This is an optimization exercise on Yosys and OpenROAD, whose aim is small area, not a production implementation.
Only simulation tests tie the RTL to the original design; equivalence was not proved.

## onyx
Design flash_cfi_ctrl, start of the top module:
module flash_cfi_ctrl (
    input  wire        clk,
    input  wire        rst,
    input  wire        start,
    input  wire [1:0]  op,
    input  wire [31:0] arg_first,
    input  wire [31:0] arg_last,
    input  wire [31:0] arg_addr,
    input  wire [31:0] arg_len,
    output wire        idle,
    output reg         done,
    output reg  [3:0]  status,
    output wire [31:0] ret_size,
    output wire [31:0] warn_skipped,
    output wire [31:0] warn_recovered,
    output reg         initialized,
    input  wire        prot_we,
    input  wire [4:0]  prot_idx,
    input  wire        prot_val,
    output reg         ev_valid,
    output reg  [1:0]  ev_kind,
    output wire [31:0] ev_addr,
    output reg  [7:0]  ev_wdata,
    input  wire        ev_ready,
    input  wire [7:0]  fb_rdata,
    input  wire [31:0] time_ms,
    output reg         irq_inhibit,
    output wire [31:0] buf_index,
    input  wire [7:0]  buf_data
);
Settings: LEC_CHECK=0, CAP_MARGIN=20, CORE_MARGIN=2, CORE_UTILIZATION=55, CTS_BUF_LIST=sky130_fd_sc_hd__clkbuf_8, CTS_CLUSTER_DIAMETER=60, CTS_CLUSTER_SIZE=16, GPL_TIMING_DRIVEN=0, SLEW_MARGIN=20; clock period 20.0 ns.
standard.sh (not shown) runs the stock make flow with config.mk's settings and CLKGATE_MAP_FILE= SYNTH_SCRIPT=/design/flow/synth_recipe.tcl, a recipe that flattens the netlist after the stock synthesis.
==> flow/flow/run.sh <==
#!/bin/bash
# The standard layout (standard.sh: the standard flow's synthesis and ORFS flow, unchanged),
# except that:
#  - the port buffers placed by buffer_ports use the smallest buffer cell
#    (sky130_fd_sc_hd__buf_1) instead of the tool's default pick;
#  - the buffers Yosys/ABC left in the netlist are removed at floorplan
#    (REMOVE_ABC_BUFFERS=1), since global placement runs without the
#    timing-driven mode that would otherwise remove them;
#  - constant outputs keep Yosys's shared tie cells (SKIP_REPAIR_TIE_FANOUT=1)
#    instead of one tie cell per port.
set -euo pipefail
export BUFFER_PORTS_ARGS="-buffer_cell sky130_fd_sc_hd__buf_1"
export REMOVE_ABC_BUFFERS=1
export SKIP_REPAIR_TIE_FANOUT=1
bash standard.sh "BUFFER_PORTS_ARGS=-buffer_cell sky130_fd_sc_hd__buf_1" "REMOVE_ABC_BUFFERS=1" "SKIP_REPAIR_TIE_FANOUT=1" finish > standard_flow.log 2>&1
For yarrow, these inputs were changed with respect to onyx:
-- flow/design.v --
<<< onyx, line 62
    reg [31:0] prot;
    reg        opk;                  
    reg        vf;                   
    reg [21:0] ra;                   
>>> yarrow, line 62
    reg [31:0] prot;
    reg        opk;                  
    reg        opi;                  
    reg        vf;                   
    reg [21:0] ra;                   
<<< onyx, line 321
                        prot[j] <= prot_val & ~p_clr;
                if (start) begin
                    opk <= op[0];
                    vf  <= 1'b0;
                    t0[22:21] <= 2'd0;
                    ra  <= arg_addr[21:0] & {22{op[1]}};
                    rl  <= {4'd0, arg_len[22:0] & {23{op[1]}}};
                    ri  <= {13'd0, arg_last[4:0], arg_first[4:0]} & {23{op[0]}};
                    s   <= arg_first[4:0] & {5{op[0]}};
                    c   <= 5'd0;
                    ss  <= 14'd0;
                    r   <= rev ? nm1 : 2'd0;
                    case (op)
                        2'd0: begin
                            w2   <= 1'b0;
                            st   <= P_RST;
                        end
                        2'd1: begin
                            ws   <= 6'd0;
                            if ((|arg_first[31:6]) || lt8({2'd0, scount}, {2'd0, arg_first[5:0]}) ||
                                (|arg_last[31:6])  || lt8({2'd0, scount}, {2'd0, arg_last[5:0]}) ||
                                lt8({2'd0, arg_last[5:0]}, {2'd0, arg_first[5:0]}))
                                finish(4'd6);
                            else
                                st <= E_CNT;
                        end
                        2'd2: begin
                            wr  <= 23'd0;
                            st  <= (strategy == STRAT_BYPASS) ? UL1 : CHK;
                        end
>>> yarrow, line 322
                        prot[j] <= prot_val & ~p_clr;
                if (start) begin
                    case (op)
                        2'd0: begin
                            opi  <= 1'b1;
                            opk  <= 1'b0;
                            w2   <= 1'b0;
                            ra   <= 22'd0;
                            st   <= P_RST;
                        end
                        2'd1: begin
                            ws   <= 6'd0;
                            opi  <= 1'b0;
                            opk  <= 1'b1;
                            t0[21]   <= 1'b0;
                            t0[22] <= 1'b0;
                            if ((|arg_first[31:6]) || lt8({2'd0, scount}, {2'd0, arg_first[5:0]}) ||
                                (|arg_last[31:6])  || lt8({2'd0, scount}, {2'd0, arg_last[5:0]}) ||
                                lt8({2'd0, arg_last[5:0]}, {2'd0, arg_first[5:0]}))
                                finish(4'd6);
                            else begin
                                ri <= {13'd0, arg_last[4:0], arg_first[4:0]};
                                s  <= arg_first[4:0];
                                st <= E_CNT;
                            end
                        end
                        2'd2: begin
                            opi <= 1'b0;
                            opk <= 1'b0;
                            vf  <= 1'b0;
                            wr  <= 23'd0;
                            ra  <= arg_addr[21:0];
                            rl  <= {4'd0, arg_len[22:0]};
                            ri  <= 23'd0;
                            iter_reset;
                            st  <= (strategy == STRAT_BYPASS) ? UL1 : CHK;
                        end
<<< onyx, line 453
            UL1: if (fire) st <= UL2;
            UL2: if (fire) begin
                if (!initialized)         
                    st <= S_AS3;
                else if (opk)
>>> yarrow, line 461
            UL1: if (fire) st <= UL2;
            UL2: if (fire) begin
                if (opi)
                    st <= S_AS3;
                else if (opk)
<<< onyx, line 519
                if (s[4:0] == ri[9:5]) begin
                    if (anyu | ~prot_s) begin
                        iter_reset;
                        st <= E_RST;
>>> yarrow, line 527
                if (s[4:0] == ri[9:5]) begin
                    if (anyu | ~prot_s) begin
                        rl <= 27'd0;
                        iter_reset;
                        st <= E_RST;
## What came out
- Comparing portion of the post-synthesis area used by sequential elements for yarrow and onyx, the smaller number came from onyx.
- From onyx to yarrow the numbers moved as follows: core utilization moved down, area after synthesis moved down, first-iteration DRC count now sits lower, number of flip-flops and latches rose by 1.

static timing again, ports no longer ideal:
How much do the figures lean on ideal ports? The routed layouts below were timed once more, with nothing changed but the port constraints. Step 1 (the two cells are an assumption about what drives the block):
set clk [get_ports {clk}]
set_driving_cell -lib_cell sky130_fd_sc_hd__clkbuf_16 $clk
set_driving_cell -lib_cell sky130_fd_sc_hd__buf_2 [delete_from_list [all_inputs] $clk]
Step 2 adds t to the input delays and takes it off the output delays; t is the mean of the earliest and latest rising clock arrival at the registers after step 1. Input paths then give back, and output paths get back, about the clock's delay inside the block. a / b / c = no drivers / after step 1 / after step 2; a / b = the first two.
run	t (ns)	setup WS [ns]	worst slew at a driven data input, ns
onyx	0.685	3.179 / 3.213 / 2.528	0.07
yarrow	0.680	3.520 / 3.555 / 2.874	0.10
After both steps every run listed still meets setup and hold. The setup slack of onyx, which loses most, moves by +0.034 ns with the drivers and by -0.651 ns with both steps.
